What follows belongs to an exercise in optimizing a design on an open flow for small area; a production flow would make more cautious choices. Function was checked by simulation only, so behaviour that the tests miss may differ from the original. Power is estimated from default activity; no workload was simulated.

yarrow:
Design crc16_psa, start of the top module:
module crc16_psa (
    input  wire        clk,
    input  wire        rst,
    input  wire        host_req,
    input  wire        host_we,
    input  wire [3:0]  host_idx,
    input  wire [15:0] host_wdata,
    output wire        host_ack,
    output wire [15:0] host_rdata,
    output reg         bus_req,
    output wire [1:0]  bus_cmd,
    output wire [7:0]  bus_wdata,
    input  wire        bus_ack,
    input  wire        bus_err,
    input  wire [7:0]  bus_rdata
);
    reg  [2:0] cb;                    
    reg  [5:0] hb;                    
    wire [3:0] ph   = {hb[0], cb};    
    wire       seg  = hb[1] ^ hb[0];  
    wire       cb0  = (cb == 3'd0);
    wire       cb7  = (cb == 3'd7);
    wire       ph0  = cb0 & ~hb[0];
    wire       ph15 = cb7 &  hb[0];
    wire       p15a = ph15 &  seg;    
    wire       p15p = ph15 & ~seg;    
    always @(posedge clk) begin
        if (rst) begin
            cb <= 3'd0;
            hb <= 6'd0;
        end else begin
            cb <= cb + 3'd1;
            if (cb7)
                hb <= hb + 6'd55;
        end
    end
    reg [511:0] rb_ring;              
    reg [31:0]  rg;                   
    reg [15:0]  rl;                   
  ...
==> flow/config.mk <==
export PLATFORM = sky130hd
export DESIGN_NAME = crc16_psa
export DESIGN_NICKNAME = crc16_psa
export VERILOG_FILES = /design/flow/design.v
export SDC_FILE = /design/flow/constraint.sdc
export NUM_CORES = 4
export LEC_CHECK = 0
export CAP_MARGIN = 20
export CORE_MARGIN = 2
export CORE_UTILIZATION = 70
export SLEW_MARGIN = 20
==> flow/constraint.sdc <==
create_clock -name core_clock -period 10.0 [get_ports {clk}]
set_input_delay 2.0000 -clock core_clock [delete_from_list [all_inputs] [get_ports {clk}]]
set_output_delay 2.0000 -clock core_clock [all_outputs]
set_load 0.01 [all_outputs]
standard.sh (not shown) runs the stock make flow with config.mk's settings and CLKGATE_MAP_FILE= SYNTH_SCRIPT=/design/flow/synth_recipe.tcl, a recipe that flattens the netlist after the stock synthesis.
==> flow/flow/run.sh <==
#!/bin/bash
# The standard layout (standard.sh: standard synthesis, floorplan, place,
# CTS, route), with these options changed:
#  - after floorplan, the combinational logic is re-mapped for area with
#    OpenROAD's restructure (flow/restructure.tcl);
#  - port buffers use the small buf_1 cell;
#  - clock tree synthesis inserts no dummy loads and uses clkbuf_8 leaf
#    clusters of at most 20 sinks within 45 um.
# Tool output goes to standard.log here and to ORFS's own logs under orfs/logs.
export POST_FLOORPLAN_TCL="$(pwd)/flow/restructure.tcl"
export BUFFER_PORTS_ARGS="-buffer_cell sky130_fd_sc_hd__buf_1"
export CTS_ARGS="-sink_clustering_enable -repair_clock_nets -dont_use_dummy_load -sink_clustering_size 20 -sink_clustering_max_diameter 45 -buf_list sky130_fd_sc_hd__clkbuf_8"
bash standard.sh > standard.log 2>&1
==> flow/flow/restructure.tcl <==
# Sourced at the end of ORFS floorplan (POST_FLOORPLAN_TCL): re-map the
# combinational logic for area with OpenROAD's restructure (ABC). Registers
# are not touched. restructure hands its liberty file straight to ABC, so it
# gets a copy of the platform library without the don't-use cells.
set rs_dir [file join $::env(OBJECTS_DIR) rs_work]
file mkdir $rs_dir
set rs_lib [file join $rs_dir rs_lib.lib]
set dont_use [expr {[info exists ::env(DONT_USE_CELLS)] ? $::env(DONT_USE_CELLS) : ""}]
set fi [open [lindex $::env(LIB_FILES) 0] r]
set fo [open $rs_lib w]
set skip 0
set depth 0
set n_skipped 0
while {[gets $fi line] >= 0} {
  if {!$skip && [regexp {^\s*cell\s*\(\s*"?([^")\s]+)"?\s*\)} $line -> cname]} {
    foreach pat $dont_use {
      if {[string match $pat $cname]} { set skip 1; set depth 0; incr n_skipped; break }
    }
  }
  if {$skip} {
    incr depth [expr {[regexp -all {\{} $line] - [regexp -all {\}} $line]}]
    if {$depth <= 0 && [regexp {\}} $line]} { set skip 0 }
    continue
  }
  puts $fo $line
}
close $fi
close $fo
puts "restructure: library copy without $n_skipped don't-use cells: $rs_lib"
report_design_area
restructure -liberty_file $rs_lib -target area \
  -tielo_port sky130_fd_sc_hd__conb_1/LO -tiehi_port sky130_fd_sc_hd__conb_1/HI \
  -work_dir $rs_dir -abc_logfile [file join $::env(LOG_DIR) 2_1_restructure_abc.log]
report_design_area
yarrow completed end to end with timing, DRC and antenna clean.
Inputs modified between yarrow and amber:
-- flow/flow/run.sh --
<<< yarrow, line 8
#    clusters of at most 20 sinks within 45 um.
>>> amber, line 8
#    clusters of at most 20 sinks.
Results
Looking at the reports, amber completed the entire flow and the layout it produced met the timing, DRC and antenna checks.
The flow did not stop early for yarrow: all stages ran, and the layout cleared the timing, DRC and antenna checks.
Between yarrow and amber, the difference in largest driver fanout on the critical path is negligible.
amber -> yarrow: wire length of the first global-routing pass delta 0, exact match
| sum of buffers and inverters on the critical path | amber vs yarrow | ≈ equal |
Re post-layout total power: no difference whatsoever between yarrow and amber.
Reported for yarrow and amber, setup slack turned out identical to the last digit.
amber vs. yarrow: critical path data required time stayed essentially flat; overall overflow remaining after global route stayed essentially flat; die footprint stayed essentially flat.
The following lists how pepper was set up differently from amber:
-- flow/flow/run.sh --
<<< amber, line 12
export CTS_ARGS="-sink_clustering_enable -repair_clock_nets -dont_use_dummy_load -sink_clustering_size 20 -sink_clustering_max_diameter 45 -buf_list sky130_fd_sc_hd__clkbuf_8"
>>> pepper, line 12
export CTS_ARGS="-sink_clustering_enable -repair_clock_nets -dont_use_dummy_load -sink_clustering_size 20 -sink_clustering_max_diameter 60 -buf_list sky130_fd_sc_hd__clkbuf_8"
### Flow results
Compared pepper vs amber, and leakage power is down in pepper.
From amber to pepper the numbers moved as follows: first-pass GRT wire length picked up an extra 7.7%, slack of the critical path now sits lower, maximum ir drop on the vdd rail went up, fill cell instance count of the final layout shows a reduction of 24, data arrival time of the critical path picked up an extra 0.05 ns.
The more densely filled core belongs to amber, not pepper.
pepper vs amber — final-layout clock buffer total dropped by a little under 10%
From pepper to amber, mean cell area of the mapped netlist did not move at all.
--- input diff pepper..quartz ---
-- flow/flow/run.sh --
<<< pepper, line 8
#    clusters of at most 20 sinks.
>>> quartz, line 8
#    clusters of at most 18 sinks.
<<< pepper, line 12
export CTS_ARGS="-sink_clustering_enable -repair_clock_nets -dont_use_dummy_load -sink_clustering_size 20 -sink_clustering_max_diameter 60 -buf_list sky130_fd_sc_hd__clkbuf_8"
>>> quartz, line 12
export CTS_ARGS="-sink_clustering_enable -repair_clock_nets -dont_use_dummy_load -sink_clustering_size 18 -sink_clustering_max_diameter 60 -buf_list sky130_fd_sc_hd__clkbuf_8"
Notes after the runs:
The lower global router's overall resource usage of pepper and quartz is in quartz. Compared with pepper, quartz has extra setup slack. In the route summary, quartz ends up with a via count below that of pepper.

static timing again, ports no longer ideal:
The results above use ideal ports. As a check the final layouts listed here were re-extracted and re-timed, cells and wires unchanged.
Step 1 (the two cells are an assumption about what drives the block):
set clk [get_ports {clk}]
set_driving_cell -lib_cell sky130_fd_sc_hd__clkbuf_16 $clk
set_driving_cell -lib_cell sky130_fd_sc_hd__buf_2 [delete_from_list [all_inputs] $clk]
Step 2, shift: input delay + t, output delay - t, t = (earliest + latest rising clock arrival at the registers) / 2. This alone moves slack from input paths to output paths.
Three values: no drivers, after step 1, after step 2; two values: the first two.
run	t (ns)	slack for setup (ns)	worst register clock-pin slew, ns	worst data-port slew with drivers (ns)	pins driven straight from the clock port
yarrow	0.584	2.889 / 2.865 / 2.865	0.11 / 0.11	0.04	1
amber	0.584	2.889 / 2.865 / 2.865	0.11 / 0.11	0.04	1
pepper	0.585	2.843 / 2.820 / 2.820	0.12 / 0.12	0.04	1
quartz	0.583	2.875 / 2.851 / 2.834	0.12 / 0.12	0.03	1
After both steps setup and hold are still met in every run listed. The setup slack of quartz, which loses most, moves by -0.024 ns with the drivers and by -0.041 ns with both steps.
